This design comes from an exercise in tuning for small area, a short achievable clock period and few clock cycles per item on the open sky130 flow, not from production work. Only simulation tests tie the RTL to the original design; equivalence was not proved. Power is estimated from default activity; no workload was simulated.

===== flow/flow/run.sh =====
#!/bin/bash
# Standard ORFS layout, with the port buffers made from the smallest buffer
# cell, a clock tree of clkbuf_8 (clusters of up to 12 sinks) without dummy loads, and the
# timing repair aimed at a setup slack of MARGIN ns at the 9 ns clock.
set -euo pipefail
MARGIN=$(cat flow/margin.txt)
bash standard.sh \
  BUFFER_PORTS_ARGS="-buffer_cell sky130_fd_sc_hd__buf_1" \
  CTS_ARGS="-sink_clustering_enable -repair_clock_nets -dont_use_dummy_load -buf_list {sky130_fd_sc_hd__clkbuf_8} -sink_clustering_size 12 -sink_clustering_max_diameter 40" \
  SETUP_SLACK_MARGIN=$MARGIN \
  finish > standard.log 2>&1

===== flow/flow/margin.txt =====
5.5

===== flow/standard.sh =====
#!/bin/bash
# synth_recipe.tcl (not shown) runs the flow's synth.tcl, then flattens the netlist and writes it again
# the make line also repeats each setting of config.mk as NAME=value (left out here)
make -C /OpenROAD-flow-scripts/flow DESIGN_CONFIG=/design/flow/config.mk WORK_HOME=/design/flow/orfs CLKGATE_MAP_FILE= SYNTH_SCRIPT=/design/flow/synth_recipe.tcl "${@:-finish}"

===== flow/config.mk =====
export PLATFORM = sky130hd
export DESIGN_NAME = line_codec
export DESIGN_NICKNAME = line_codec
export VERILOG_FILES = /design/flow/design.v
export SDC_FILE = /design/flow/constraint.sdc
export NUM_CORES = 4
export LEC_CHECK = 0
export ABC_CLOCK_PERIOD_IN_PS = 3000
export CAP_MARGIN = 20
export CORE_MARGIN = 2
export CORE_UTILIZATION = 35
export SLEW_MARGIN = 20
export SYNTH_HIERARCHICAL = 1
export SYNTH_MINIMUM_KEEP_SIZE = 0

===== flow/constraint.sdc =====
create_clock -name core_clock -period 9.0 [get_ports {clk}]
set_input_delay 1.8000 -clock core_clock [delete_from_list [all_inputs] [get_ports {clk}]]
set_output_delay 1.8000 -clock core_clock [all_outputs]
set_load 0.01 [all_outputs]

===== flow/design.v =====
module line_codec (
    input  wire        clk,
    input  wire        rst,           
    input  wire        cmd_valid,
    output wire        cmd_ready,
    input  wire [15:0] cmd,
    input  wire [7:0]  len,
    input  wire [63:0] line_in,
    input  wire [63:0] data_in,       
    output reg         done,
    output wire [15:0] rsp,
    output reg  [63:0] line_q,
    output reg  [63:0] data_q,
    output reg  [14:0] crc_q,
    output wire [7:0]  enstat_q
);
    genvar i;
    wire [3:0] op  = cmd[3:0];
    wire [1:0] fmt = cmd[5:4];
    wire       lb  = cmd[6];
    wire       rsv_ok = (cmd[15:7] == 9'd0);
    wire is_crc  = rsv_ok && (op == 4'h1);
    wire is_dec  = rsv_ok && (op == 4'h2);
    wire is_enc  = rsv_ok && (op == 4'h3);
    wire is_chk  = rsv_ok && (op == 4'h4);
    wire bad_format = (is_dec && (fmt == 2'd3)) ||
                      (is_enc && ((fmt == 2'd3) || (fmt == 2'd0)));
    wire len_gt8 = (len[7:4] != 4'd0) || (len[3] && (len[2:0] != 3'd0));
    wire len_gt6 = (len[7:3] != 5'd0) || (len[2:0] == 3'd7);
    wire bad_length = is_enc && ((fmt == 2'd1) ? (!lb && len_gt8)
                                               : ((fmt == 2'd2) && len_gt6));
    wire ok_crc  = is_crc && (fmt == 2'd0) && !lb;
    wire ok_dec  = is_dec && (fmt != 2'd3) && !lb;
    wire ok_enc  = is_enc && (fmt[1] ^ fmt[0]) && !(fmt[0] && lb) && !bad_length;
    wire ok_chk  = is_chk && (fmt == 2'd0) && !lb;
    wire bad_param = !(ok_crc || ok_dec || ok_enc || ok_chk);
    wire bad_opc   = bad_param && !bad_format && !bad_length;
    wire sel_d  = cmd[2] || (cmd[1] && cmd[0]);             
    wire sel_u  = !cmd[0] && !cmd[2] && (fmt == 2'd0);      
    wire sel_lh = !sel_d;                                   
    wire sel_ll = !sel_d && !sel_u;                         
    wire sel_lb = sel_d && fmt[1];                          
    wire [7:0] sel_dk;
    generate
        for (i = 0; i < 8; i = i + 1) begin : g_keep
            assign sel_dk[i] = sel_d && (cmd[2] || len[3] || (len[2:0] > i));
        end
    endgenerate
    wire [63:0] opnd_d;
    generate
        for (i = 0; i < 48; i = i + 1) begin : g_opl
            lc_ao222 u_op (.a(line_in[i]), .sa(sel_ll),
                           .b(line_in[i + 15]), .sb(sel_u),
                           .c(data_in[i]), .sc(sel_dk[i / 8]),
                           .y(opnd_d[i]));
        end
        for (i = 48; i < 63; i = i + 1) begin : g_oph
            lc_ao22 u_op (.a(line_in[i]), .sa(sel_lh),
                          .b(data_in[i]), .sb(sel_dk[i / 8]),
                          .y(opnd_d[i]));
        end
    endgenerate
    lc_ao222 u_op63 (.a(line_in[63]), .sa(sel_lh),
                     .b(lb), .sb(sel_lb),
                     .c(data_in[63]), .sc(sel_dk[7]),
                     .y(opnd_d[63]));
    wire [2:0] cls_d = ok_crc ? 3'd1 :
                       ok_dec ? {1'b0, 2'd2} + {1'b0, fmt} :
                       ok_enc ? (fmt[1] ? 3'd6 : 3'd5) :
                       ok_chk ? 3'd7 : 3'd0;
    wire [1:0] cause_d = bad_length ? 2'd3 :
                         bad_format ? 2'd2 :
                         bad_opc    ? 2'd1 : 2'd0;
    reg  [63:0] opnd;
    reg         a_v;                        
    reg  [2:0]  a_cls;
    reg  [1:0]  a_cause;
    always @(posedge clk) begin
        a_v     <= cmd_valid && !rst;
        opnd    <= opnd_d;
        a_cls   <= cls_d;
        a_cause <= cause_d;
    end
    wire a_crc  = (a_cls == 3'd1);
    wire a_dec  = (a_cls == 3'd2) || (a_cls == 3'd3) || (a_cls == 3'd4);
    wire a_draw = (a_cls == 3'd3);
    wire a_ddes = (a_cls == 3'd4);
    wire a_enc  = (a_cls == 3'd5) || (a_cls == 3'd6);
    wire a_edes = (a_cls == 3'd6);
    wire a_chk  = (a_cls == 3'd7);
    wire a_bp   = (a_cause != 2'd0);
    wire a_c1   = a_cause[1];
    wire a_c0   = a_cause[0];
    wire [63:0] m = {opnd[62:48], opnd[63], opnd[47:0]};
    wire [14:0] syn;
    wire [14:0] crc_v;
    wire t64;
    wire t65;
    wire t66;
    wire t67;
    wire t68;
    wire t69;
    wire t70;
    wire t71;
    wire t72;
    wire t73;
    wire t74;
    wire t75;
    wire t76;
    wire t77;
    wire t78;
    wire t79;
    wire t80;
    wire t81;
    wire t82;
    wire t83;
    wire t84;
    wire t85;
    wire t86;
    wire t87;
    wire t88;
    wire t89;
    wire t90;
    wire t91;
    wire t92;
    wire t93;
    wire t94;
    wire t95;
    wire t96;
    wire t97;
    wire t98;
    wire t99;
    wire t100;
    wire t101;
    wire t102;
    wire t103;
    wire t104;
    wire t105;
    wire t106;
    wire t107;
    wire t108;
    wire t109;
    wire t110;
    wire t111;
    wire t112;
    wire t113;
    wire t114;
    wire t115;
    wire t116;
    wire t117;
    wire t118;
    wire t119;
    wire t120;
    wire t121;
    wire t122;
    wire t123;
    wire t124;
    wire t125;
    wire u0;
    wire u1;
    wire u2;
    wire u3;
    wire u4;
    wire u5;
    wire u6;
    wire u7;
    wire u8;
    wire u9;
    wire u10;
    wire u11;
    wire u12;
    wire u13;
    wire u14;
    wire u15;
    wire u16;
    wire u17;
    wire u18;
    wire u19;
    wire u20;
    wire u21;
    wire u22;
    wire u23;
    wire u24;
    wire u25;
    wire u26;
    wire u27;
    wire u28;
    wire u29;
    wire u30;
    wire u31;
    wire u32;
    wire u33;
    wire u34;
    wire u35;
    wire u36;
    wire u37;
    wire u38;
    wire u39;
    wire u40;
    wire u41;
    wire u42;
    wire u43;
    wire u44;
    wire u45;
    wire u46;
    wire u47;
    wire u48;
    wire u49;
    wire u50;
    wire u51;
    wire u52;
    wire u53;
    wire u54;
    wire u55;
    wire u56;
    wire u57;
    wire u58;
    wire u59;
    wire u60;
    wire u61;
    wire u62;
    wire u63;
    wire u64;
    wire u65;
    wire u66;
    wire u67;
    wire u68;
    wire u69;
    wire u70;
    wire u71;
    wire u72;
    wire u73;
    wire u74;
    wire u75;
    wire u76;
    wire u77;
    wire u78;
    wire u79;
    wire u80;
    wire u81;
    wire u82;
    wire u83;
    wire u84;
    wire u85;
    wire u86;
    wire u87;
    wire u88;
    wire u89;
    wire u90;
    wire u91;
    wire u92;
    wire u93;
    wire u94;
    wire u95;
    wire u96;
    wire u97;
    wire u98;
    wire u99;
    wire u100;
    wire u101;
    wire u102;
    wire u103;
    wire u104;
    wire u105;
    wire u106;
    wire u107;
    wire u108;
    wire u109;
    wire u110;
    wire u111;
    wire u112;
    wire u113;
    wire u114;
    wire u115;
    wire u116;
    wire u117;
    wire u118;
    wire u119;
    wire u120;
    lc_xor2 x0 (.a(m[2]), .b(m[11]), .y(t64));
    lc_xor2 x1 (.a(m[12]), .b(m[45]), .y(t65));
    lc_xor2 x2 (.a(m[19]), .b(m[21]), .y(t66));
    lc_xor2 x3 (.a(m[25]), .b(m[30]), .y(t67));
    lc_xor2 x4 (.a(m[43]), .b(m[48]), .y(t68));
    lc_xor2 x5 (.a(m[31]), .b(m[47]), .y(t69));
    lc_xor2 x6 (.a(m[44]), .b(m[46]), .y(t70));
    lc_xor2 x7 (.a(m[22]), .b(m[23]), .y(t71));
    lc_xor2 x8 (.a(m[26]), .b(m[32]), .y(t72));
    lc_xor2 x9 (.a(m[1]), .b(m[10]), .y(t73));
    lc_xor2 x10 (.a(m[24]), .b(m[29]), .y(t74));
    lc_xor2 x11 (.a(m[4]), .b(m[9]), .y(t75));
    lc_xor2 x12 (.a(m[13]), .b(t64), .y(t76));
    lc_xor2 x13 (.a(m[5]), .b(m[40]), .y(t77));
    lc_xor2 x14 (.a(m[6]), .b(t72), .y(t78));
    lc_xor2 x15 (.a(t67), .b(t69), .y(t79));
    lc_xor2 x16 (.a(m[17]), .b(m[28]), .y(t80));
    lc_xor2 x17 (.a(m[18]), .b(m[20]), .y(t81));
    lc_xor2 x18 (.a(m[0]), .b(m[38]), .y(t82));
    lc_xor2 x19 (.a(m[27]), .b(m[41]), .y(t83));
    lc_xor2 x20 (.a(m[39]), .b(t75), .y(t84));
    lc_xor2 x21 (.a(t70), .b(t74), .y(t85));
    lc_xor2 x22 (.a(t66), .b(t71), .y(t86));
    lc_xor2 x23 (.a(t65), .b(t68), .y(t87));
    lc_xor2 x24 (.a(m[16]), .b(m[42]), .y(t88));
    lc_xor2 x25 (.a(m[3]), .b(m[14]), .y(t89));
    lc_xor2 x26 (.a(m[8]), .b(t73), .y(t90));
    lc_xor2 x27 (.a(t79), .b(t85), .y(t91));
    lc_xor2 x28 (.a(m[33]), .b(m[36]), .y(t92));
    lc_xor2 x29 (.a(m[11]), .b(m[35]), .y(t93));
    lc_xor2 x30 (.a(m[37]), .b(t82), .y(t94));
    lc_xor2 x31 (.a(m[15]), .b(t77), .y(t95));
    lc_xor2 x32 (.a(m[5]), .b(t81), .y(t96));
    lc_xor2 x33 (.a(m[6]), .b(t89), .y(t97));
    lc_xor2 x34 (.a(t83), .b(t88), .y(t98));
    lc_xor2 x35 (.a(m[34]), .b(t80), .y(t99));
    lc_xor2 x36 (.a(t76), .b(t78), .y(t100));
    lc_xor2 x37 (.a(t84), .b(t86), .y(t101));
    lc_xor2 x38 (.a(m[3]), .b(m[37]), .y(t102));
    lc_xor2 x39 (.a(m[13]), .b(m[25]), .y(t103));
    lc_xor2 x40 (.a(m[38]), .b(m[39]), .y(t104));
    lc_xor2 x41 (.a(m[7]), .b(m[31]), .y(t105));
    lc_xor2 x42 (.a(m[32]), .b(m[46]), .y(t106));
    lc_xor2 x43 (.a(m[12]), .b(m[15]), .y(t107));
    lc_xor2 x44 (.a(m[19]), .b(m[36]), .y(t108));
    lc_xor2 x45 (.a(m[21]), .b(m[22]), .y(t109));
    lc_xor2 x46 (.a(m[18]), .b(m[23]), .y(t110));
    lc_xor2 x47 (.a(m[1]), .b(m[43]), .y(t111));
    lc_xor2 x48 (.a(t77), .b(t81), .y(t112));
    lc_xor2 x49 (.a(m[4]), .b(t107), .y(t113));
    lc_xor2 x50 (.a(t83), .b(t92), .y(t114));
    lc_xor2 x51 (.a(t74), .b(t106), .y(t115));
    lc_xor2 x52 (.a(m[33]), .b(t73), .y(t116));
    lc_xor2 x53 (.a(t80), .b(t93), .y(t117));
    lc_xor2 x54 (.a(t90), .b(t96), .y(t118));
    lc_xor2 x55 (.a(t70), .b(t113), .y(t119));
    lc_xor2 x56 (.a(t87), .b(t90), .y(t120));
    lc_xor2 x57 (.a(t87), .b(t97), .y(t121));
    lc_xor2 x58 (.a(t78), .b(t105), .y(t122));
    lc_xor2 x59 (.a(t76), .b(t95), .y(t123));
    lc_xor2 x60 (.a(m[17]), .b(t94), .y(t124));
    lc_xor2 x61 (.a(t91), .b(t100), .y(t125));
    lc_xor2 x62 (.a(m[20]), .b(m[27]), .y(u0));
    lc_xor2 x63 (.a(m[29]), .b(m[49]), .y(u1));
    lc_xor2 x64 (.a(m[7]), .b(t64), .y(u2));
    lc_xor2 x65 (.a(t66), .b(t75), .y(u3));
    lc_xor2 x66 (.a(u0), .b(u1), .y(u4));
    lc_xor2 x67 (.a(t116), .b(u2), .y(u5));
    lc_xor2 x68 (.a(u3), .b(u4), .y(u6));
    lc_xor2 x69 (.a(t121), .b(t124), .y(u7));
    lc_xor2 x70 (.a(u5), .b(u6), .y(u8));
    lc_xor2 x71 (.a(u7), .b(u8), .y(syn[0]));
    lc_xor2 x72 (.a(m[28]), .b(m[30]), .y(u9));
    lc_xor2 x73 (.a(m[34]), .b(m[3]), .y(u10));
    lc_xor2 x74 (.a(m[50]), .b(m[7]), .y(u11));
    lc_xor2 x75 (.a(t104), .b(t109), .y(u12));
    lc_xor2 x76 (.a(u10), .b(u11), .y(u13));
    lc_xor2 x77 (.a(u9), .b(t76), .y(u14));
    lc_xor2 x78 (.a(u12), .b(u13), .y(u15));
    lc_xor2 x79 (.a(t118), .b(t119), .y(u16));
    lc_xor2 x80 (.a(u14), .b(u15), .y(u17));
    lc_xor2 x81 (.a(u16), .b(u17), .y(syn[1]));
    lc_xor2 x82 (.a(m[16]), .b(m[29]), .y(u18));
    lc_xor2 x83 (.a(m[35]), .b(m[51]), .y(u19));
    lc_xor2 x84 (.a(m[8]), .b(t65), .y(u20));
    lc_xor2 x85 (.a(t69), .b(t77), .y(u21));
    lc_xor2 x86 (.a(u18), .b(u19), .y(u22));
    lc_xor2 x87 (.a(t76), .b(t97), .y(u23));
    lc_xor2 x88 (.a(u20), .b(u21), .y(u24));
    lc_xor2 x89 (.a(u22), .b(t101), .y(u25));
    lc_xor2 x90 (.a(u23), .b(u24), .y(u26));
    lc_xor2 x91 (.a(u25), .b(u26), .y(syn[2]));
    lc_xor2 x92 (.a(m[30]), .b(m[45]), .y(u27));
    lc_xor2 x93 (.a(m[52]), .b(t111), .y(u28));
    lc_xor2 x94 (.a(u27), .b(t114), .y(u29));
    lc_xor2 x95 (.a(t115), .b(t86), .y(u30));
    lc_xor2 x96 (.a(t94), .b(u28), .y(u31));
    lc_xor2 x97 (.a(t123), .b(u29), .y(u32));
    lc_xor2 x98 (.a(u30), .b(u31), .y(u33));
    lc_xor2 x99 (.a(u32), .b(u33), .y(syn[3]));
    lc_xor2 x100 (.a(m[0]), .b(m[10]), .y(u34));
    lc_xor2 x101 (.a(m[11]), .b(m[45]), .y(u35));
    lc_xor2 x102 (.a(m[53]), .b(m[7]), .y(u36));
    lc_xor2 x103 (.a(t68), .b(u34), .y(u37));
    lc_xor2 x104 (.a(u35), .b(u36), .y(u38));
    lc_xor2 x105 (.a(t98), .b(t99), .y(u39));
    lc_xor2 x106 (.a(u37), .b(u38), .y(u40));
    lc_xor2 x107 (.a(t101), .b(t91), .y(u41));
    lc_xor2 x108 (.a(u39), .b(u40), .y(u42));
    lc_xor2 x109 (.a(u41), .b(u42), .y(syn[4]));
    lc_xor2 x110 (.a(m[42]), .b(m[54]), .y(u43));
    lc_xor2 x111 (.a(t71), .b(t72), .y(u44));
    lc_xor2 x112 (.a(u43), .b(t112), .y(u45));
    lc_xor2 x113 (.a(t117), .b(u44), .y(u46));
    lc_xor2 x114 (.a(t120), .b(t91), .y(u47));
    lc_xor2 x115 (.a(u45), .b(u46), .y(u48));
    lc_xor2 x116 (.a(u47), .b(u48), .y(syn[5]));
    lc_xor2 x117 (.a(m[55]), .b(m[9]), .y(u49));
    lc_xor2 x118 (.a(t110), .b(t66), .y(u50));
    lc_xor2 x119 (.a(u49), .b(t114), .y(u51));
    lc_xor2 x120 (.a(t87), .b(u50), .y(u52));
    lc_xor2 x121 (.a(u51), .b(u52), .y(u53));
    lc_xor2 x122 (.a(t125), .b(u53), .y(syn[6]));
    lc_xor2 x123 (.a(m[42]), .b(m[56]), .y(u54));
    lc_xor2 x124 (.a(t109), .b(t111), .y(u55));
    lc_xor2 x125 (.a(t75), .b(t82), .y(u56));
    lc_xor2 x126 (.a(u54), .b(t99), .y(u57));
    lc_xor2 x127 (.a(u55), .b(u56), .y(u58));
    lc_xor2 x128 (.a(u57), .b(u58), .y(u59));
    lc_xor2 x129 (.a(t125), .b(u59), .y(syn[7]));
    lc_xor2 x130 (.a(m[44]), .b(m[57]), .y(u60));
    lc_xor2 x131 (.a(t93), .b(u60), .y(u61));
    lc_xor2 x132 (.a(t78), .b(t79), .y(u62));
    lc_xor2 x133 (.a(t96), .b(u61), .y(u63));
    lc_xor2 x134 (.a(t101), .b(t124), .y(u64));
    lc_xor2 x135 (.a(u62), .b(u63), .y(u65));
    lc_xor2 x136 (.a(u64), .b(u65), .y(syn[8]));
    lc_xor2 x137 (.a(m[24]), .b(m[27]), .y(u66));
    lc_xor2 x138 (.a(m[48]), .b(m[58]), .y(u67));
    lc_xor2 x139 (.a(t104), .b(t65), .y(u68));
    lc_xor2 x140 (.a(t73), .b(t92), .y(u69));
    lc_xor2 x141 (.a(u66), .b(u67), .y(u70));
    lc_xor2 x142 (.a(t112), .b(t86), .y(u71));
    lc_xor2 x143 (.a(u68), .b(u69), .y(u72));
    lc_xor2 x144 (.a(u70), .b(t122), .y(u73));
    lc_xor2 x145 (.a(u71), .b(u72), .y(u74));
    lc_xor2 x146 (.a(u73), .b(u74), .y(syn[9]));
    lc_xor2 x147 (.a(m[40]), .b(m[41]), .y(u75));
    lc_xor2 x148 (.a(m[59]), .b(t103), .y(u76));
    lc_xor2 x149 (.a(t71), .b(t82), .y(u77));
    lc_xor2 x150 (.a(t89), .b(u75), .y(u78));
    lc_xor2 x151 (.a(t115), .b(t84), .y(u79));
    lc_xor2 x152 (.a(t99), .b(u76), .y(u80));
    lc_xor2 x153 (.a(u77), .b(u78), .y(u81));
    lc_xor2 x154 (.a(t120), .b(u79), .y(u82));
    lc_xor2 x155 (.a(u80), .b(u81), .y(u83));
    lc_xor2 x156 (.a(u82), .b(u83), .y(syn[10]));
    lc_xor2 x157 (.a(m[14]), .b(m[26]), .y(u84));
    lc_xor2 x158 (.a(m[35]), .b(m[41]), .y(u85));
    lc_xor2 x159 (.a(m[42]), .b(m[47]), .y(u86));
    lc_xor2 x160 (.a(m[60]), .b(t110), .y(u87));
    lc_xor2 x161 (.a(t67), .b(u84), .y(u88));
    lc_xor2 x162 (.a(u85), .b(u86), .y(u89));
    lc_xor2 x163 (.a(t116), .b(t84), .y(u90));
    lc_xor2 x164 (.a(t85), .b(u87), .y(u91));
    lc_xor2 x165 (.a(u88), .b(u89), .y(u92));
    lc_xor2 x166 (.a(t123), .b(u90), .y(u93));
    lc_xor2 x167 (.a(u91), .b(u92), .y(u94));
    lc_xor2 x168 (.a(u93), .b(u94), .y(syn[11]));
    lc_xor2 x169 (.a(m[10]), .b(m[24]), .y(u95));
    lc_xor2 x170 (.a(m[26]), .b(m[34]), .y(u96));
    lc_xor2 x171 (.a(m[61]), .b(t108), .y(u97));
    lc_xor2 x172 (.a(t64), .b(u95), .y(u98));
    lc_xor2 x173 (.a(u96), .b(t79), .y(u99));
    lc_xor2 x174 (.a(t95), .b(t98), .y(u100));
    lc_xor2 x175 (.a(u97), .b(u98), .y(u101));
    lc_xor2 x176 (.a(t121), .b(u100), .y(u102));
    lc_xor2 x177 (.a(u101), .b(u99), .y(u103));
    lc_xor2 x178 (.a(u102), .b(u103), .y(syn[12]));
    lc_xor2 x179 (.a(m[20]), .b(m[62]), .y(u104));
    lc_xor2 x180 (.a(t102), .b(t103), .y(u105));
    lc_xor2 x181 (.a(t68), .b(u104), .y(u106));
    lc_xor2 x182 (.a(t117), .b(t98), .y(u107));
    lc_xor2 x183 (.a(u105), .b(u106), .y(u108));
    lc_xor2 x184 (.a(t119), .b(t122), .y(u109));
    lc_xor2 x185 (.a(u107), .b(u108), .y(u110));
    lc_xor2 x186 (.a(u109), .b(u110), .y(syn[13]));
    lc_xor2 x187 (.a(m[0]), .b(m[28]), .y(u111));
    lc_xor2 x188 (.a(m[44]), .b(m[47]), .y(u112));
    lc_xor2 x189 (.a(m[48]), .b(m[63]), .y(u113));
    lc_xor2 x190 (.a(m[9]), .b(t102), .y(u114));
    lc_xor2 x191 (.a(t108), .b(t88), .y(u115));
    lc_xor2 x192 (.a(u111), .b(u112), .y(u116));
    lc_xor2 x193 (.a(u113), .b(u114), .y(u117));
    lc_xor2 x194 (.a(u115), .b(u116), .y(u118));
    lc_xor2 x195 (.a(t100), .b(t118), .y(u119));
    lc_xor2 x196 (.a(u117), .b(u118), .y(u120));
    lc_xor2 x197 (.a(u119), .b(u120), .y(syn[14]));
    lc_xor2 x198 (.a(syn[0]), .b(m[49]), .y(crc_v[0]));
    lc_xor2 x199 (.a(syn[1]), .b(m[50]), .y(crc_v[1]));
    lc_xor2 x200 (.a(syn[2]), .b(m[51]), .y(crc_v[2]));
    lc_xor2 x201 (.a(syn[3]), .b(m[52]), .y(crc_v[3]));
    lc_xor2 x202 (.a(syn[4]), .b(m[53]), .y(crc_v[4]));
    lc_xor2 x203 (.a(syn[5]), .b(m[54]), .y(crc_v[5]));
    lc_xor2 x204 (.a(syn[6]), .b(m[55]), .y(crc_v[6]));
    lc_xor2 x205 (.a(syn[7]), .b(m[56]), .y(crc_v[7]));
    lc_xor2 x206 (.a(syn[8]), .b(m[57]), .y(crc_v[8]));
    lc_xor2 x207 (.a(syn[9]), .b(m[58]), .y(crc_v[9]));
    lc_xor2 x208 (.a(syn[10]), .b(m[59]), .y(crc_v[10]));
    lc_xor2 x209 (.a(syn[11]), .b(m[60]), .y(crc_v[11]));
    lc_xor2 x210 (.a(syn[12]), .b(m[61]), .y(crc_v[12]));
    lc_xor2 x211 (.a(syn[13]), .b(m[62]), .y(crc_v[13]));
    lc_xor2 x212 (.a(syn[14]), .b(m[63]), .y(crc_v[14]));
    wire        crc_ok = (syn == 15'd0);
    wire        ones   = &opnd;
    wire [2:0]  a_cnt  = (opnd[15:0]  == 16'hA5A5) +
                         (opnd[31:16] == 16'h5A5A) +
                         (opnd[47:32] == 16'hA5A5) +
                         (opnd[63:48] == 16'h5A5A);
    wire        mm     = a_ddes && !ones && !crc_ok;
    assign cmd_ready = 1'b1;
    reg [5:0] rsp_r;                        
    reg [3:0] enstat_r;
    assign rsp      = {8'd0, rsp_r[5:4], rsp_r[3], 1'b0, rsp_r[2:1], rsp_r[3], rsp_r[0]};
    assign enstat_q = {4'd0, enstat_r};
    reg rst_q;
    always @(posedge clk) rst_q <= rst;
    wire go      = a_v && !rst_q;
    wire wr_crc  = go && a_crc;
    wire wr_dlo  = go && a_dec && !mm;
    wire wr_dhi  = go && a_draw;
    wire wr_line = go && a_enc;
    wire wr_lraw = go && a_enc && !a_edes;
    wire wr_ldes = go && a_edes;
    wire wr_chk  = go && a_chk;
    wire ho_crc  = !rst_q && !wr_crc;
    wire ho_dlo  = !rst_q && !wr_dlo;
    wire ho_dhi  = !rst_q && !wr_dhi;
    wire ho_line = !rst_q && !wr_line;
    wire [14:0] crc_d;
    wire [63:0] data_d, line_d;
    generate
        for (i = 0; i < 15; i = i + 1) begin : g_crc
            lc_ao22 u_c (.a(crc_v[i]), .sa(wr_crc), .b(crc_q[i]), .sb(ho_crc),
                         .y(crc_d[i]));
            lc_ao222 u_lc (.a(opnd[48 + i]), .sa(wr_lraw), .b(crc_v[i]), .sb(wr_ldes),
                           .c(line_q[48 + i]), .sc(ho_line), .y(line_d[48 + i]));
        end
        for (i = 0; i < 48; i = i + 1) begin : g_lo
            lc_ao22 u_d (.a(opnd[i]), .sa(wr_dlo), .b(data_q[i]), .sb(ho_dlo),
                         .y(data_d[i]));
            lc_ao22 u_l (.a(opnd[i]), .sa(wr_line), .b(line_q[i]), .sb(ho_line),
                         .y(line_d[i]));
        end
        for (i = 48; i < 64; i = i + 1) begin : g_dh
            lc_ao22 u_d (.a(opnd[i]), .sa(wr_dhi), .b(data_q[i]), .sb(ho_dhi),
                         .y(data_d[i]));
        end
    endgenerate
    lc_ao22 u_l63 (.a(opnd[63]), .sa(wr_line), .b(line_q[63]), .sb(ho_line),
                   .y(line_d[63]));
    wire [5:0] rsp_n = {a_dec && !mm && opnd[63],               
                        a_ddes && ones,                         
                        mm,                                     
                        a_c1, a_c0,                             
                        a_bp};                                  
    always @(posedge clk) begin
        done     <= a_v && !rst;
        rsp_r    <= rst_q ? 6'd0 : (a_v ? rsp_n : rsp_r);
        enstat_r <= rst_q ? 4'd0 : (a_v && a_chk ? {(a_cnt != 3'd0), a_cnt} : enstat_r);
        crc_q    <= crc_d;
        data_q   <= data_d;
        line_q   <= line_d;
    end
endmodule
module lc_xor2 (
    input  wire a,
    input  wire b,
    output wire y
);
    assign y = a ^ b;
endmodule
module lc_ao22 (
    input  wire a,
    input  wire sa,
    input  wire b,
    input  wire sb,
    output wire y
);
    assign y = (a & sa) | (b & sb);
endmodule
module lc_ao222 (
    input  wire a,
    input  wire sa,
    input  wire b,
    input  wire sb,
    input  wire c,
    input  wire sc,
    output wire y
);
    assign y = (a & sa) | (b & sb) | (c & sc);
endmodule

==> qor_table.md, run 1 <==
| Stage | Metric | Reported |
| --- | --- | --- |
| outcome | Run status | timing/DRC/antenna clean |
| cells and area | # nets final | 1395 |
| logic synthesis | Number of synthesized flops with an enable pin | 0 |
| sta | Final slew viol count | 0 |
| logic synthesis | Main area contributors after synthesis | sky130_fd_sc_hd__dfxtp_1, sky130_fd_sc_hd__xor2_1, sky130_fd_sc_hd__a22o_1, sky130_fd_sc_hd__a222oi_1, sky130_fd_sc_hd__inv_1 |
| worst setup path | Path depth of the worst reg2reg path | 11 |
| grt | Total Routing Usage GR | 25.63% |
| sta | Number of hold violations in the final report | 0 |
| placed design | Detailed Place HPWL | 28.53 mm |
| clock tree | Root buffer selected by CTS | sky130_fd_sc_hd__clkbuf_8 |
| logic synthesis | Yosys top cell by area | sky130_fd_sc_hd__dfxtp_1 |
| worst hold path | Classification of the worst-slack hold path | reg -> reg |
| worst setup path | Setup slack, reg-to-reg | 5610 ps |
| cells and area | Most common library cell in the layout ignoring fill and taps | sky130_fd_sc_hd__buf_1 |
| routing | Number of antenna-violating nets in the routed design | 0 |
| cells and area | Commonest non-fill, non-tap cells in the layout | sky130_fd_sc_hd__buf_1, sky130_fd_sc_hd__dfxtp_1, sky130_fd_sc_hd__xor2_1, sky130_fd_sc_hd__a22o_1, sky130_fd_sc_hd__inv_1 |
| sta | Unrepaired setup endpoints after global routing | false |
| floorplanning | Die area | 0.02881 sq mm |
| logic synthesis | Count of warnings emitted by yosys | 7 |
| worst setup path | Data arrival time of the critical path | 3860 ps |
| clock tree | Clk slew on worst S/H paths | 70 ps |
| routing | Post-DR wirelength/cell | 24.62 um |
| logic synthesis | Number of different library cells in the post-synthesis netlist | 47 |
| worst setup path | Critical path data required time | 9480 ps |
| worst setup path | Startpoint type of the worst setup path | flip-flop |
| worst setup path | Crit path max fanout | 48 |
| clock tree | H-tree Lvls | 1 |
| grt | Congestion Overflow GR | 0 |
| floorplanning | Row cnt | 60 |
| routing | Initial DRC count | 1014 |
| sta | Period Utilization, post-route | 37.62% |
| logic synthesis | Sequential share of the synthesized area | 46.85% |
| logic synthesis | Fraction of post-synthesis cell area in the top cell type by area | 46.85% |
| floorplanning | Floorplan die height | 169.7 um |
| sta | Clock skew after layout | 83.73 ps |
| cells and area | Syn-to-layout area delta | 25.49% |
| clock tree | CTS tree | done |
| cells and area | Share of layout cells above drive strength 1 | 10.72% |
| sta | Setup Viol. Count Final | 0 |
| logic synthesis | Netlist area before placement | 0.009614 sq mm |
| floorplanning | Die Width | 169.7 um |
| floorplanning | Core Footprint | 0.02695 sq mm |
| routing | Total iterations of the first detailed-routing run | 10 |
| sta | Fmax | 295.3 MHz |
| grt | Number of global-route vias before repair | 8642 |
| clock tree | Maximum number of buffers from clock root to sink | 3 |
| clock tree | Count of hold buffers inserted by post-cts repair | 0 |
| logic synthesis | Post-Synthesis Cells | 885 |
| logic synthesis | Most instantiated flip-flop cell in the synthesis netlist | sky130_fd_sc_hd__dfxtp_1 |
| worst setup path | Crit path kind | reg -> reg |
| grt | Number of antenna violations at the first check in global routing | 0 |
| routing | Vias | 8801 |
| clock tree | Number of buffers added by the clock tree synthesis step | 30 |
| placed design | Worst slack at placement | 4814 ps |
| logic synthesis | Ys async rst share | 0% |
| sta | Time the final worst path needs with I/O delays and setup | 3386 ps |
| cells and area | Final core utilization | 44.77% |
| placed design | Final weighted congestion of routability-driven global placement | 0.9338 |
| job | Max-cap violations | 0 |
| worst setup path | Sort of element at the end of the critical path | flip-flop |
| sta | Post-route setup TNS | 0 ps |
| placed design | Quantity of I/O buffers inserted on ports | 309 |
| pwr | Power per Cell Area | 234.5 mW/mm^2 |
| worst hold path | Cell count of the worst hold path | 1 |
| logic synthesis | Avg Inst Size Synth | 10.86 sq um |
| sta | Slew headroom | 31.39% |
| floorplanning | I/O pin count | 324 |
| logic synthesis | Number of synthesized register bits | 225 |
| routing | Total DRC errors in the routed layout | 0 |
| routing | DRT Wirelength | 38.70 mm |
| cells and area | Diode count | 0 |
| sta | Slew @ Worst Pin | 1025 ps |
| pwr | Peak supply drop | 0.1311 mV |
| routing | Vias per std cell | 5.599 |
| clock tree | Latest clock arrival within the worst-skew pair | 600 ps |
| clock tree | Sink count of the clock tree | 225 |
| sta | Worst setup margin | 5614 ps |
| grt | First-pass GRT wire length | 54.97 mm |
| pwr | Leakage dissipation | 4.886 nW |
| grt | Maximum number of pins on one net before global-route repair | 51 |
| floorplanning | Effective utilization at floorplan | 35.67% |
## power breakdown
group	internal [W]	switching [W]
clock network	0.000292	0.000347
logic	0.000375	0.000673
registers	0.00103	0.000111
total	0.00170	0.00113
## per-stage QoR
step | power (W) | area, sq um | instances | hold slack [ps]
5_1_grt | 0.002967 | 12070 | 1572 | 485.2
6_report | 0.002829 | 12070 | 1572 | 471.4
3_5_place_dp | 0.002148 | 11200 | 1536 | 452.4
4_1_cts | 0.002797 | 11790 | 1567 | 474.0
3_3_place_gp | 0.002150 | 11200 | 1536 | 454.7
2_1_floorplan | 0.001835 | 9687 | 897 | 464.5
## metal layers
layer	GRT usage, %	part of all wire (%)	vias up
met5	0	0	-
met1	33.03	41	4237
met2	43.62	48	534
li1	-	-	3952
met3	4.571	8.1	78
met4	8.101	3.2	0
## cell type report
cell class / count / area (sq um)
well taps: 341 / 426.7
inverters: 74 / 277.8
flip-flops and latches: 225 / 4561
multi-input cells: 582 / 5125
fillers: 2625 / 14890
repair buffers: 320 / 1262
clock buffers: 30 / 412.9
## state kept, by name (all words and copies together), names as in the netlist
name and count:
a_cls 3, a_cause 2, opnd 64, line_q 64, rst_q 1, a_v 1
crc_q 15, enstat_r 4, rsp_r 6, data_q 64, done 1
## synthesized netlist by cell type (2+ instances only)
| master | instances |
|---|---|
| sky130_fd_sc_hd__o21ai_1 | 3 |
| sky130_fd_sc_hd__nor3b_1 | 3 |
| sky130_fd_sc_hd__nor2_1 | 25 |
| sky130_fd_sc_hd__buf_2 | 2 |
| sky130_fd_sc_hd__inv_1 | 74 |
| sky130_fd_sc_hd__nand3_1 | 4 |
| sky130_fd_sc_hd__conb_1 | 2 |
| sky130_fd_sc_hd__nand2b_1 | 4 |
| sky130_fd_sc_hd__o21ai_0 | 3 |
| sky130_fd_sc_hd__nor3_1 | 8 |
| sky130_fd_sc_hd__buf_4 | 15 |
| sky130_fd_sc_hd__nor4_2 | 3 |
| sky130_fd_sc_hd__nor4_1 | 15 |
| sky130_fd_sc_hd__nand4_1 | 19 |
| sky130_fd_sc_hd__a31oi_1 | 4 |
| sky130_fd_sc_hd__xor2_1 | 213 |
| sky130_fd_sc_hd__a222oi_1 | 64 |
| sky130_fd_sc_hd__ha_1 | 6 |
| sky130_fd_sc_hd__nand2_1 | 15 |
| sky130_fd_sc_hd__a211oi_1 | 2 |
| sky130_fd_sc_hd__mux2i_1 | 5 |
| sky130_fd_sc_hd__a21oi_1 | 4 |
| sky130_fd_sc_hd__dfxtp_1 | 225 |
| sky130_fd_sc_hd__a22o_1 | 143 |
| sky130_fd_sc_hd__o211ai_1 | 2 |
## per-module statistics from Yosys (local to each module, per instance)
| module | times used | cells inside | area (sq um) |
|---|---|---|---|
| lc_ao222 | 64 | 2 | 13.76 |
| lc_xor2 | 213 | 1 | 8.758 |
| lc_ao22 | 143 | 1 | 8.758 |
| line_codec | 1 | 401 | 5615 |
## timing repair
item	CTS	global route
gates cloned	1	1
hold endpoints to repair	0	0
endpoints found under the setup margin	96	96
buffers inserted	0	4
pin swaps	2	4
resized for setup	42	49
## worst paths after layout
| path | startpoint | endpoint |
|---|---|---|
| setup reg to reg | opnd[33] | data_q[39] |
| hold reg to reg | data_q[38] | data_q[38] |
| hold / removal | data_q[38] | data_q[38] |
| setup / recovery | opnd[33] | data_q[39] |
## cell families (layout without fill, tap and decap cells)
family,after synthesis,count (layout),synth area share [%]
fa+ha+maj,7,7,0.9891
compound gates,233,233,21.55
other cells,2,14,0.07811
simple gates,108,110,6.403
buf+inv,92,424,4.204
mux,5,5,0.5206
flops,225,225,46.85
xor+xnor,213,213,19.40
## critical path, cell delays in order, from the launching register on
cell and delay, ps:
sky130_fd_sc_hd__dfxtp_2 470, sky130_fd_sc_hd__xor2_1 350, sky130_fd_sc_hd__xor2_1 350, sky130_fd_sc_hd__xor2_1 270, sky130_fd_sc_hd__xor2_1 230, sky130_fd_sc_hd__xor2_1 130
sky130_fd_sc_hd__nor4_1 280, sky130_fd_sc_hd__nand4_1 240, sky130_fd_sc_hd__nand3_2 200, sky130_fd_sc_hd__and3_2 230, sky130_fd_sc_hd__buf_12 260, sky130_fd_sc_hd__a22o_1 190
Testbench counts, summed over its fixed seeds: cycles 4,808, items 4,800.
==> inputs of run 2 (changes only) <==
==> flow/flow/margin.txt (replaced) <==
5.6
--- a/flow/config.mk
+++ b/flow/config.mk
@@ -10,3 +10,3 @@
 export CORE_MARGIN = 2
-export CORE_UTILIZATION = 35
+export CORE_UTILIZATION = 45
 export SLEW_MARGIN = 20
==> qor_table.md, run 2 <==
| Stage | Metric | Reported |
| --- | --- | --- |
| sta | Clock skew after layout | 38.36 ps |
| logic synthesis | Top-count cell post-synth | sky130_fd_sc_hd__dfxtp_1 |
| grt | Met3 capacity usage during global routing | 6.152% |
| routing | Post-DR wirelength/cell | 24.80 um |
| worst setup path | Setup slack, reg-to-reg | 5580 ps |
| cells and area | Finished Cell Area | 0.01189 sq mm |
| logic synthesis | Most instantiated flip-flop cell in the synthesis netlist | sky130_fd_sc_hd__dfxtp_1 |
| grt | Maximum number of pins on one net before global-route repair | 52 |
| worst setup path | Library cell appearing most often on the critical path | sky130_fd_sc_hd__xor2_1 |
| sta | Slew headroom | 36.85% |
| clock tree | Root buffer selected by CTS | sky130_fd_sc_hd__clkbuf_8 |
| clock tree | Sink count of the clock tree | 225 |
| logic synthesis | Avg Inst Size Synth | 10.86 sq um |
| placed design | Final weighted congestion of routability-driven global placement | 1.040 |
| floorplanning | I/O pin count | 324 |
| grt | Global routing met2 resource utilization | 52.79% |
| grt | Met1 track demand over resource | 40.24% |
| worst setup path | Crit path max fanout | 48 |
| grt | Number of antenna violations at the first check in global routing | 0 |
| worst hold path | Cell count of the worst hold path | 1 |
| worst setup path | Biggest cell delay along the critical path | 530 ps |
| worst setup path | R2r startpoint | opnd[5] |
| worst setup path | Startpoint type of the worst setup path | flip-flop |
| routing | Total DRC errors in the routed layout | 0 |
| grt | First-pass GRT wire length | 52.74 mm |
| outcome | Run status | timing/DRC/antenna clean |
| clock tree | CTS tree | done |
| placed design | Instance area at placement | 0.01112 sq mm |
| floorplanning | Floorplan die height | 150.2 um |
| clock tree | H-tree Lvls | 1 |
| logic synthesis | Ys async rst share | 0% |
| cells and area | Most common library cell in the layout ignoring fill and taps | sky130_fd_sc_hd__buf_1 |
| sta | Number of hold violations in the final report | 0 |
| clock tree | Latest clock arrival within the worst-skew pair | 540 ps |
| sta | Post-route setup TNS | 0 ps |
| worst setup path | Critical path data required time | 9390 ps |
| routing | Vias per std cell | 5.904 |
| worst hold path | Critical hold path startpoint | line_q[39] |
| clock tree | Maximum number of buffers from clock root to sink | 3 |
| cells and area | Syn-to-layout area delta | 23.65% |
| cells and area | # nets final | 1395 |
| floorplanning | Die area | 0.02255 sq mm |
| sta | Slew @ Worst Pin | 943.8 ps |
| worst setup path | Path depth of the worst reg2reg path | 11 |
| sta | Period Utilization, post-route | 38.01% |
| clock tree | Count of hold buffers inserted by post-cts repair | 0 |
| job | Max-cap violations | 0 |
| logic synthesis | Top cells by instance count after synthesis | sky130_fd_sc_hd__dfxtp_1, sky130_fd_sc_hd__xor2_1, sky130_fd_sc_hd__a22o_1 |
| logic synthesis | Post-Synthesis Cells | 885 |
| worst setup path | Data arrival time of the critical path | 3810 ps |
| worst setup path | CP max stage cell | sky130_fd_sc_hd__dfxtp_1 |
| grt | Most used routing layer in global routing | met2 |
| sta | Final slew viol count | 0 |
| worst setup path | Sort of element at the end of the critical path | flip-flop |
| logic synthesis | Count of warnings emitted by yosys | 7 |
| routing | Vias | 8892 |
| grt | Total Routing Usage GR | 31.49% |
| sta | Unrepaired setup endpoints after global routing | true |
| logic synthesis | Netlist area before placement | 0.009614 sq mm |
| floorplanning | Core Footprint | 0.02102 sq mm |
| floorplanning | Die Width | 150.2 um |
| floorplanning | Effective utilization at floorplan | 45.74% |
| logic synthesis | Number of synthesized register bits | 225 |
| clock tree | Number of buffers added by the clock tree synthesis step | 27 |
| cells and area | Diode count | 0 |
| grt | Number of global-route vias before repair | 8674 |
| logic synthesis | Number of different library cells in the post-synthesis netlist | 47 |
| placed design | Detailed Place HPWL | 26.52 mm |
| sta | Time the final worst path needs with I/O delays and setup | 3421 ps |
| pwr | Leakage dissipation | 4.863 nW |
| pwr | Peak supply drop | 0.1570 mV |
| cells and area | Final-layout fill cell count | 1997 |
| logic synthesis | Fraction of post-synthesis cell area in the top cell type by area | 46.85% |
| clock tree | Clk slew on worst S/H paths | 70 ps |
| worst setup path | Cell Chain, Critical Path | xor2_2, xor2_1, xor2_1, xor2_1, xor2_1, nor4_1, nand4_1, nand3_4, a31oi_4, buf_8, a22o_1 |
| routing | Total iterations of the first detailed-routing run | 12 |
| worst hold path | Classification of the worst-slack hold path | reg -> reg |
| worst setup path | Worst path top cell family by delay | XOR/XNOR gates |
| worst hold path | Hold Path End | line_q[39] |
| logic synthesis | Sequential share of the synthesized area | 46.85% |
| worst setup path | Capture point of the worst reg-to-reg path | data_q[27] |
| pwr | Power per Cell Area | 234.2 mW/mm^2 |
| routing | Number of antenna-violating nets in the routed design | 0 |
| logic synthesis | Number of synthesized flops with an enable pin | 0 |
| worst setup path | Crit path kind | reg -> reg |
| cells and area | Largest regs | data_q x64, line_q x64, opnd x64 |
| placed design | Quantity of I/O buffers inserted on ports | 309 |
| sta | Fmax | 292.3 MHz |
| cells and area | Share of layout cells above drive strength 1 | 10.07% |
| routing | Initial DRC count | 1042 |
| sta | Setup Viol. Count Final | 0 |
| routing | DRT Wirelength | 37.35 mm |
| cells and area | Commonest non-fill, non-tap cells in the layout | sky130_fd_sc_hd__buf_1, sky130_fd_sc_hd__dfxtp_1, sky130_fd_sc_hd__xor2_1, sky130_fd_sc_hd__a22o_1, sky130_fd_sc_hd__inv_1 |
| logic synthesis | Yosys top cell by area | sky130_fd_sc_hd__dfxtp_1 |
| worst setup path | Bufs and invs on worst path | 1 |
| logic synthesis | Main area contributors after synthesis | sky130_fd_sc_hd__dfxtp_1, sky130_fd_sc_hd__xor2_1, sky130_fd_sc_hd__a22o_1, sky130_fd_sc_hd__a222oi_1, sky130_fd_sc_hd__inv_1 |
| floorplanning | Row cnt | 53 |
| grt | Congestion Overflow GR | 0 |
[run 2: final cells by class]
type                       instances  area [sq um]  area share, %
clock buffer                      27         371.6          3.126
sequential                       225          4544          38.23
multi-input combinational        586          5100          42.90
inverter                          74         277.8          2.337
tap                              275         344.1          2.894
timing repair buffer             319          1250          10.51
[run 2: worst max path at each step]
stage / startpoint / end / slack [ps] / cells after the start
floorplan: a_v / line_q[48] / 5680 / 8
global placement: cmd[0] / opnd[33] / 4760 / 7
detailed placement: opnd[11] / data_q[45] / 4920 / 10
CTS: opnd[0] / data_q[27] / 5590 / 11
global route: opnd[41] / data_q[27] / 5490 / 11
finish: opnd[5] / data_q[27] / 5580 / 11
[run 2: logic make-up (layout without fill, tap and decap cells)]
| kind of cell | count (synthesis) | count (layout) | share of synthesized area (%) |
|---|---|---|---|
| AO/OA/AOI/OAI | 233 | 233 | 21.55 |
| flip-flops | 225 | 225 | 46.85 |
| XOR/XNOR | 213 | 213 | 19.40 |
| AND/OR/NAND/NOR | 108 | 114 | 6.403 |
| buffers and inverters | 92 | 420 | 4.204 |
| adder cells (fa/ha/maj) | 7 | 7 | 0.9891 |
| multiplexers | 5 | 5 | 0.5206 |
| other | 2 | 14 | 0.07811 |
[run 2: per-stage QoR]
| step | hold slack, ps | power [W] | utilization, % | setup slack [ps] | cells |
|---|---|---|---|---|---|
| 2_1_floorplan | 464.5 | 0.001835 | - | 5684 | 897 |
| 3_3_place_gp | 455.6 | 0.002139 | 52.88 | 4759 | 1469 |
| 3_5_place_dp | 458.0 | 0.002130 | 52.88 | 4919 | 1469 |
| 4_1_cts | 471.1 | 0.002741 | 55.59 | 5588 | 1500 |
| 5_1_grt | 489.8 | 0.002902 | 56.55 | 5491 | 1506 |
| 6_report | 468.5 | 0.002784 | 56.55 | 5579 | 1506 |
[run 2: per-layer routing]
| metal | wire length [um] | up-vias |
|---|---|---|
| met5 | 0 | - |
| met4 | 1443 | 0 |
| met3 | 3476 | 101 |
| met2 | 17570 | 583 |
| met1 | 14860 | 4259 |
| li1 | - | 3949 |
[run 2: repair_timing]
action | CTS | global route
pin swaps | 6 | 5
setup buffers | 0 | 4
setup endpoints to repair | 87 | 142
endpoints found under the hold margin | 0 | 0
gates resized for setup | 36 | 40
gates cloned | 4 | 2
[run 2: where the power goes]
part / total, W / internal (W) / switching, W
clock network: 0.000595 / 0.000265 / 0.000329
registers: 0.00113 / 0.00103 / 0.0000979
logic: 0.00106 / 0.000375 / 0.000687
[run 2: Yosys stat by module, one instance, submodules excluded]
module | copies in the design | cell area [sq um] | flops+latches
lc_ao22 | 143 | 8.758 | 0
lc_xor2 | 213 | 8.758 | 0
lc_ao222 | 64 | 13.76 | 0
line_codec | 1 | 5615 | 225
==> inputs of run 3 (changes only) <==
==> flow/flow/margin.txt (replaced) <==
5.5
--- a/flow/config.mk
+++ b/flow/config.mk
@@ -11,2 +11,3 @@
 export CORE_UTILIZATION = 45
+export PLACE_DENSITY = 0.75
 export SLEW_MARGIN = 20
==> qor_table.md, run 3 <==
| Stage | Metric | Reported |
| --- | --- | --- |
| cells and area | Final-layout fill cell count | 1869 |
| cells and area | Most common library cell in the layout ignoring fill and taps | sky130_fd_sc_hd__buf_1 |
| worst setup path | Biggest cell delay along the critical path | 500 ps |
| logic synthesis | Ys async rst share | 0% |
| worst setup path | Bufs and invs on worst path | 1 |
| worst setup path | Crit path max fanout | 48 |
| cells and area | Multi-input gate area in the final layout | 0.005091 sq mm |
| logic synthesis | Top cells by instance count after synthesis | sky130_fd_sc_hd__dfxtp_1, sky130_fd_sc_hd__xor2_1, sky130_fd_sc_hd__a22o_1 |
| clock tree | CTS tree | done |
| floorplanning | Core Footprint | 0.02102 sq mm |
| grt | Number of antenna violations at the first check in global routing | 1 |
| floorplanning | I/O pin count | 324 |
| cells and area | # nets final | 1392 |
| clock tree | H-tree Lvls | 1 |
| grt | Most used routing layer in global routing | met2 |
| clock tree | Maximum number of buffers from clock root to sink | 3 |
| worst setup path | Critical path data required time | 9440 ps |
| worst setup path | Worst path top cell family by delay | XOR/XNOR gates |
| routing | Vias | 9169 |
| sta | Worst setup margin | 5592 ps |
| pwr | Power per Cell Area | 234.2 mW/mm^2 |
| routing | Number of antenna-violating nets in the routed design | 0 |
| logic synthesis | Number of synthesized flops with an enable pin | 0 |
| logic synthesis | Avg Inst Size Synth | 10.86 sq um |
| grt | Maximum number of pins on one net before global-route repair | 51 |
| sta | Clock skew after layout | 42.54 ps |
| logic synthesis | Netlist area before placement | 0.009614 sq mm |
| grt | Number of global-route vias before repair | 8634 |
| sta | Time the final worst path needs with I/O delays and setup | 3408 ps |
| cells and area | Final core utilization | 56.41% |
| floorplanning | Floorplan die height | 150.2 um |
| job | Max-cap violations | 0 |
| sta | Slew @ Worst Pin | 1072 ps |
| clock tree | Sink count of the clock tree | 225 |
| pwr | Overall power of the completed layout | 0.002777 W |
| worst setup path | CP max stage cell | sky130_fd_sc_hd__dfxtp_2 |
| logic synthesis | Top-count cell post-synth | sky130_fd_sc_hd__dfxtp_1 |
| worst setup path | Startpoint type of the worst setup path | flip-flop |
| logic synthesis | Fraction of post-synthesis cell area in the top cell type by area | 46.85% |
| cells and area | Syn-to-layout area delta | 23.35% |
| logic synthesis | Most instantiated flip-flop cell in the synthesis netlist | sky130_fd_sc_hd__dfxtp_1 |
| sta | Period Utilization, post-route | 37.87% |
| worst setup path | Cell Chain, Critical Path | xor2_2, xor2_2, xor2_1, xor2_1, xor2_1, nor4_1, nand4_1, nand3_4, a31oi_4, buf_8, a22o_1 |
| outcome | Run status | timing/DRC/antenna clean |
| grt | Congestion Overflow GR | 0 |
| clock tree | Count of hold buffers inserted by post-cts repair | 0 |
| worst setup path | Data arrival time of the critical path | 3840 ps |
| floorplanning | Row cnt | 53 |
| cells and area | Share of layout cells above drive strength 1 | 9.691% |
| pwr | Leakage dissipation | 4.845 nW |
| logic synthesis | Yosys top cell by area | sky130_fd_sc_hd__dfxtp_1 |
| routing | Total DRC errors in the routed layout | 0 |
| worst setup path | Crit path kind | reg -> reg |
| sta | Setup Viol. Count Final | 0 |
| sta | Post-route setup TNS | 0 ps |
| sta | Fmax | 293.4 MHz |
| routing | Vias per std cell | 6.096 |
| logic synthesis | Main area contributors after synthesis | sky130_fd_sc_hd__dfxtp_1, sky130_fd_sc_hd__xor2_1, sky130_fd_sc_hd__a22o_1, sky130_fd_sc_hd__a222oi_1, sky130_fd_sc_hd__inv_1 |
| floorplanning | Die area | 0.02255 sq mm |
| logic synthesis | Post-Synthesis Cells | 885 |
| cells and area | Sequential cell area | 0.004544 sq mm |
| worst setup path | Library cell appearing most often on the critical path | sky130_fd_sc_hd__xor2_1 |
| grt | First-pass GRT wire length | 51.47 mm |
| sta | Unrepaired setup endpoints after global routing | false |
| routing | Post-DR wirelength/cell | 24.20 um |
| placed design | Final weighted congestion of routability-driven global placement | 1.017 |
| pwr | Peak supply drop | 0.1558 mV |
| cells and area | Count of placed standard cells in the final layout, fillers left out | 1504 |
| worst setup path | Sort of element at the end of the critical path | flip-flop |
| sta | Slew headroom | 28.26% |
| routing | Total iterations of the first detailed-routing run | 9 |
| grt | Total Routing Usage GR | 30.36% |
| placed design | Detailed Place HPWL | 25.90 mm |
| logic synthesis | Count of warnings emitted by yosys | 7 |
| grt | Met1 track demand over resource | 39.06% |
| grt | Global routing met2 resource utilization | 50.00% |
| clock tree | Root buffer selected by CTS | sky130_fd_sc_hd__clkbuf_8 |
| clock tree | Latest clock arrival within the worst-skew pair | 560 ps |
| floorplanning | Die Width | 150.2 um |
| sta | Number of hold violations in the final report | 0 |
| worst hold path | Classification of the worst-slack hold path | reg -> reg |
| logic synthesis | Number of synthesized register bits | 225 |
| routing | Initial DRC count | 1124 |
| placed design | Number of placed instances with taps included | 1468 |
| placed design | Worst slack at placement | 4788 ps |
| placed design | Quantity of I/O buffers inserted on ports | 309 |
| floorplanning | Effective utilization at floorplan | 45.74% |
| logic synthesis | Sequential share of the synthesized area | 46.85% |
| sta | Final slew viol count | 0 |
| cells and area | Commonest non-fill, non-tap cells in the layout | sky130_fd_sc_hd__buf_1, sky130_fd_sc_hd__dfxtp_1, sky130_fd_sc_hd__xor2_1, sky130_fd_sc_hd__a22o_1, sky130_fd_sc_hd__inv_1 |
| routing | DRT Wirelength | 36.39 mm |
| clock tree | Clk slew on worst S/H paths | 80 ps |
| logic synthesis | Number of different library cells in the post-synthesis netlist | 47 |
| grt | Met3 capacity usage during global routing | 5.909% |
| cells and area | Largest regs | data_q x64, line_q x64, opnd x64 |
| clock tree | Number of buffers added by the clock tree synthesis step | 27 |
run 3: cell count changes in the layout (fill, tap and decap cells not counted), sizes merged:
cell   previous run  this run
buf             319       317
and2              2         1
diode             0         1
run 3: where the power goes:
group	leakage [nW]	internal, W	switching [W]
sequential	1.84	0.00103	0.000103
clock	0.194	0.000264	0.000329
combinational	2.81	0.000369	0.000683
run 3: worst register-to-register path, stage by stage (launching register included):
cell,delay [ps]
sky130_fd_sc_hd__dfxtp_2,500
sky130_fd_sc_hd__xor2_2,300
sky130_fd_sc_hd__xor2_2,370
sky130_fd_sc_hd__xor2_1,290
sky130_fd_sc_hd__xor2_1,280
sky130_fd_sc_hd__xor2_1,150
sky130_fd_sc_hd__nor4_1,300
sky130_fd_sc_hd__nand4_1,240
sky130_fd_sc_hd__nand3_4,240
sky130_fd_sc_hd__a31oi_4,120
sky130_fd_sc_hd__buf_8,230
sky130_fd_sc_hd__a22o_1,280
run 3: what timing repair did:
action / in CTS / in global routing
resized for setup: 18 / 54
pin swaps: 3 / 3
endpoints found under the setup margin: 95 / 87
setup buffers: 0 / 2
gates cloned: 4 / 1
run 3: final timing paths:
check                     to  slack (ps)  cells past startpoint  startpoint
setup / recovery  data_q[35]        5590                     11    opnd[26]
setup reg to reg  data_q[35]        5590                     11    opnd[26]
hold reg to reg   data_q[46]         480                      1  data_q[46]
hold / removal    data_q[46]         480                      1  data_q[46]
run 3: final cells by class:
cell class                 instances  area share (%)
sequential                       225           38.32
clock buffer                      27           3.134
antenna                            1         0.02110
multi-input combinational        585           42.93
tap                              275           2.901
timing repair buffer             317           10.35
inverter                          74           2.342
run 3: per-module statistics from Yosys (local to each module, per instance):
module | area, sq um | copies in the design | cells
lc_xor2 | 8.758 | 213 | 1
lc_ao22 | 8.758 | 143 | 1
line_codec | 5615 | 1 | 401
lc_ao222 | 13.76 | 64 | 2
run 3: cell families after synthesis:
group                    after synthesis  synth area share [%]
AO/OA/AOI/OAI                        233                 21.55
XOR/XNOR                             213                 19.40
adder cells (fa/ha/maj)                7                0.9891
buffers and inverters                 92                 4.204
flip-flops                           225                 46.85
multiplexers                           5                0.5206
other                                  2               0.07811
AND/OR/NAND/NOR                      108                 6.403
run 3: routing by layer:
layer  vias to the layer above  wire (um)
met1                      4407      14020
met5                         -          0
li1                       3950          -
met2                       684      17140
met4                         0       1572
met3                       128       3665
run 3: metrics by stage:
| step | area, sq um | hold WS (ps) |
|---|---|---|
| floorplan | 9687 | 464.5 |
| global placement | 11110 | 456.5 |
| detailed placement | 11110 | 453.1 |
| CTS | 11590 | 475.0 |
| global route | 11860 | 484.4 |
| finish | 11860 | 475.3 |
==> inputs of run 4 (changes only) <==
--- a/flow/config.mk
+++ b/flow/config.mk
@@ -10,4 +10,4 @@
 export CORE_MARGIN = 2
-export CORE_UTILIZATION = 45
-export PLACE_DENSITY = 0.75
+export CORE_UTILIZATION = 50
+export PLACE_DENSITY = 0.68
 export SLEW_MARGIN = 20
==> qor_table.md, run 4 <==
| Stage | Metric | Reported |
| --- | --- | --- |
| outcome | Run status | timing/DRC/antenna clean |
| pwr | Sequential power share | 40.7% |
| grt | Congestion Overflow GR | 0 |
| placed design | Detailed Place HPWL | 25.04 mm |
| clock tree | H-tree Lvls | 1 |
| sta | Period Utilization, post-route | 38.40% |
| logic synthesis | Sequential share of the synthesized area | 46.85% |
| clock tree | Buffers inserted during post-CTS setup optimization | 0 |
| pwr | Power per Cell Area | 235.4 mW/mm^2 |
| sta | Final slew viol count | 0 |
| routing | DRT Wirelength | 35.18 mm |
| routing | Total DRC errors in the routed layout | 0 |
| worst setup path | Data arrival time of the critical path | 3920 ps |
| placed design | Quantity of I/O buffers inserted on ports | 309 |
| sta | Fin Hold WS | 470.6 ps |
| worst setup path | Capture point of the worst reg-to-reg path | data_q[11] |
| sta | Time the final worst path needs with I/O delays and setup | 3456 ps |
| cells and area | Count of placed standard cells in the final layout, fillers left out | 1461 |
| floorplanning | Die area | 0.02035 sq mm |
| worst setup path | Critical path data required time | 9470 ps |
| clock tree | Count of hold buffers inserted by post-cts repair | 0 |
| cells and area | Syn-to-layout area delta | 22.29% |
| grt | Number of global-route vias before repair | 8565 |
| placed design | Number of placed instances with taps included | 1427 |
| logic synthesis | Netlist area before placement | 0.009614 sq mm |
| job | Max-cap violations | 0 |
| worst hold path | Classification of the worst-slack hold path | reg -> reg |
| worst setup path | Setup slack, reg-to-reg | 5540 ps |
| pwr | Peak supply drop | 0.1457 mV |
| sta | Number of hold violations in the final report | 0 |
| logic synthesis | Number of synthesized register bits | 225 |
| sta | Setup Viol. Count Final | 0 |
| logic synthesis | Avg Inst Size Synth | 10.86 sq um |
| logic synthesis | Top-count cell post-synth | sky130_fd_sc_hd__dfxtp_1 |
| pwr | Internal power | 0.001675 W |
| cells and area | Largest regs | data_q x64, line_q x64, opnd x64 |
| cells and area | Finished Cell Area | 0.01176 sq mm |
| cells and area | Most common library cell in the layout ignoring fill and taps | sky130_fd_sc_hd__buf_1 |
| clock tree | Latest clock arrival within the worst-skew pair | 550 ps |
| floorplanning | Floorplan die height | 142.7 um |
| worst setup path | Biggest cell delay along the critical path | 590 ps |
| pwr | Sw Ratio | 39.50% |
| cells and area | Diode count | 0 |
| logic synthesis | Most instantiated flip-flop cell in the synthesis netlist | sky130_fd_sc_hd__dfxtp_1 |
| worst setup path | CP max stage cell | sky130_fd_sc_hd__dfxtp_1 |
| worst setup path | Crit path kind | reg -> reg |
| grt | First-pass GRT wire length | 51.20 mm |
| worst setup path | Library cell appearing most often on the critical path | sky130_fd_sc_hd__xor2_1 |
| routing | Number of antenna-violating nets in the routed design | 0 |
| clock tree | Root buffer selected by CTS | sky130_fd_sc_hd__clkbuf_8 |
| cells and area | Share of layout cells above drive strength 1 | 8.313% |
| placed design | Final weighted congestion of routability-driven global placement | 0.9932 |
| clock tree | Clk slew on worst S/H paths | 80 ps |
| clock tree | Sink count of the clock tree | 225 |
| grt | Maximum number of pins on one net before global-route repair | 65 |
| floorplanning | Row cnt | 50 |
| logic synthesis | Main area contributors after synthesis | sky130_fd_sc_hd__dfxtp_1, sky130_fd_sc_hd__xor2_1, sky130_fd_sc_hd__a22o_1, sky130_fd_sc_hd__a222oi_1, sky130_fd_sc_hd__inv_1 |
| clock tree | CTS tree | done |
| sta | Fmax | 289.4 MHz |
| routing | Total iterations of the first detailed-routing run | 9 |
| worst setup path | Startpoint type of the worst setup path | flip-flop |
| logic synthesis | Number of synthesized flops with an enable pin | 0 |
| logic synthesis | Top cells by instance count after synthesis | sky130_fd_sc_hd__dfxtp_1, sky130_fd_sc_hd__xor2_1, sky130_fd_sc_hd__a22o_1 |
| floorplanning | Die Width | 142.7 um |
| worst setup path | Capture point of the critical path | data_q[11] |
| cells and area | # nets final | 1391 |
| worst setup path | R2r startpoint | opnd[16] |
| pwr | NetSw | 0.001093 W |
| logic synthesis | Yosys top cell by area | sky130_fd_sc_hd__dfxtp_1 |
| routing | Post-DR wirelength/cell | 24.08 um |
| floorplanning | Effective utilization at floorplan | 51.23% |
| logic synthesis | Post-Synthesis Cells | 885 |
| sta | Unrepaired setup endpoints after global routing | true |
| worst setup path | Sort of element at the end of the critical path | flip-flop |
| sta | Slew headroom | 31.13% |
| cells and area | Commonest non-fill, non-tap cells in the layout | sky130_fd_sc_hd__buf_1, sky130_fd_sc_hd__dfxtp_1, sky130_fd_sc_hd__xor2_1, sky130_fd_sc_hd__a22o_1, sky130_fd_sc_hd__inv_1 |
| worst setup path | Crit path max fanout | 48 |
| grt | Number of antenna violations at the first check in global routing | 0 |
| pwr | Relative contribution of combinational cells to total power | 37.4% |
| worst setup path | Path depth of the worst reg2reg path | 11 |
| sta | Slew @ Worst Pin | 1029 ps |
| routing | Vias per std cell | 6.099 |
| clock tree | Maximum number of buffers from clock root to sink | 3 |
| placed design | Instance area at placement | 0.01106 sq mm |
| floorplanning | I/O pin count | 324 |
| pwr | Leakage dissipation | 4.840 nW |
| logic synthesis | Count of warnings emitted by yosys | 7 |
| logic synthesis | Fraction of post-synthesis cell area in the top cell type by area | 46.85% |
| clock tree | Number of buffers added by the clock tree synthesis step | 29 |
| floorplanning | Core Footprint | 0.01877 sq mm |
| grt | Total Routing Usage GR | 33.40% |
| sta | Clock skew after layout | 44.36 ps |
| worst setup path | Cell Chain, Critical Path | xor2_1, xor2_2, xor2_1, xor2_1, xor2_1, nor3_1, nand4_1, nand3_2, a31oi_4, buf_12, a22o_1 |
| cells and area | Final core utilization | 62.65% |
| worst setup path | Launching element of the worst setup path | opnd[16] |
| routing | Vias | 8911 |
| pwr | Clock Power Share | 21.9% |
| logic synthesis | Number of different library cells in the post-synthesis netlist | 47 |
| routing | Initial DRC count | 1122 |
| logic synthesis | Ys async rst share | 0% |
| sta | Post-route setup TNS | 0 ps |
## run 4: cell types whose count changed in the layout (fill, tap and decap cells not counted), sizes merged
cell / previous run / this run
buf: 317 / 315
clkbuf: 27 / 29
diode: 1 / 0
nor2: 29 / 28
## run 4: per-stage QoR
step                setup WS, ps  total power (W)
CTS                         5492         0.002734
finish                      5544         0.002768
floorplan                   5553         0.001835
global placement            4683         0.002123
detailed placement          4692         0.002121
global route                5468         0.002886
## run 4: per-layer routing
layer	wire (um)	vias to the layer above	GRT usage (%)	part of all wire [%]
li1	-	3940	-	-
met1	13760	4261	43.97	39
met2	16860	620	55.09	48
met3	3382	90	5.399	9.6
met4	1167	0	13.13	3.3
met5	0	-	0	0
## run 4: worst max-delay path, delay by kind of cell (launching register included)
family                    cells  cell delay [ps]
xor gates and xnor gates      5             1490
DFF                           1              590
AOI/OAI and AO/OA             2              450
and+or+nand+nor               3              530
buffers and inverters         1              270
## run 4: what timing repair did
action | 4_1_cts | 5_1_grt
pin swaps | 3 | 1
setup endpoints to repair | 96 | 120
gates resized for setup | 15 | 41
endpoints found under the hold margin | 0 | 0
cloned | 4 | 0
## run 4: area by class of cell
cell class              instances  area (sq um)
multi-input cells             584          5041
inverters                      74         277.8
well taps                     234         292.8
fillers                      1621          7010
clock buffers                  29         399.1
repair buffers                315          1221
flip-flops and latches        225          4526
## run 4: power by group through the flow
stage          sequential (W)  clock, W  combinational (W)
2_1_floorplan         0.00109         0           0.000742
3_3_place_gp          0.00114         0           0.000986
3_5_place_dp          0.00114         0           0.000984
4_1_cts               0.00112  0.000618            0.00100
5_1_grt               0.00113  0.000660            0.00110
6_report              0.00113  0.000606            0.00103
## run 4: cell families after synthesis
kind of cell,after synthesis,synth area share (%)
AO/OA/AOI/OAI,233,21.55
XOR/XNOR,213,19.40
adder cells (fa/ha/maj),7,0.9891
buffers and inverters,92,4.204
flip-flops,225,46.85
multiplexers,5,0.5206
other,2,0.07811
AND/OR/NAND/NOR,108,6.403
## run 4: worst min path at each step
stage	start	to	slack, ps	depth (start not counted)
after CTS	data_q[22]	data_q[22]	470	1
after global routing	data_q[22]	data_q[22]	480	1
final	line_q[16]	line_q[16]	470	1
after floorplan	a_cause[0]	rsp_r[1]	460	2
after global placement	line_q[33]	line_q[33]	450	1
after detailed placement	crc_q[13]	crc_q[13]	450	1
## run 4: modules after synthesis (local to each module, per instance)
module      copies in the design  cells
lc_ao22                      143      1
lc_xor2                      213      1
line_codec                     1    401
lc_ao222                      64      2

[what the ideal ports hide]
In the flow no input, the clock included, has a driving cell. The finished layouts below were timed again as built, in two steps. Step 1 assumes that a clkbuf_16 drives the clock port and a buf_2 every other input. Step 2, shift: input delay + t, output delay - t, t = (earliest + latest rising clock arrival at the registers) / 2. This alone moves slack from input paths to output paths. a / b / c = no drivers / after step 1 / after step 2; a / b = the first two.
| run | shift t [ns] | slack for setup (ns) | worst setup path after step 2 | clock arrival spread, ns | cell pins on the clock port's net |
|---|---|---|---|---|---|
| run 1 | 0.607 | 5.614 / 5.614 / 5.061 | input to register | 0.084 / 0.084 | 1 |
| run 2 | 0.566 | 5.579 / 5.579 / 5.061 | input to register | 0.039 / 0.038 | 1 |
| run 3 | 0.584 | 5.592 / 5.592 / 5.113 | input to register | 0.045 / 0.044 | 1 |
| run 4 | 0.574 | 5.544 / 5.544 / 4.996 | input to register | 0.044 / 0.045 | 1 |
After both steps every run listed still meets setup and hold. For run 1, which loses most, drivers alone change the setup slack by 0.000 ns; drivers and shift together by -0.553 ns.
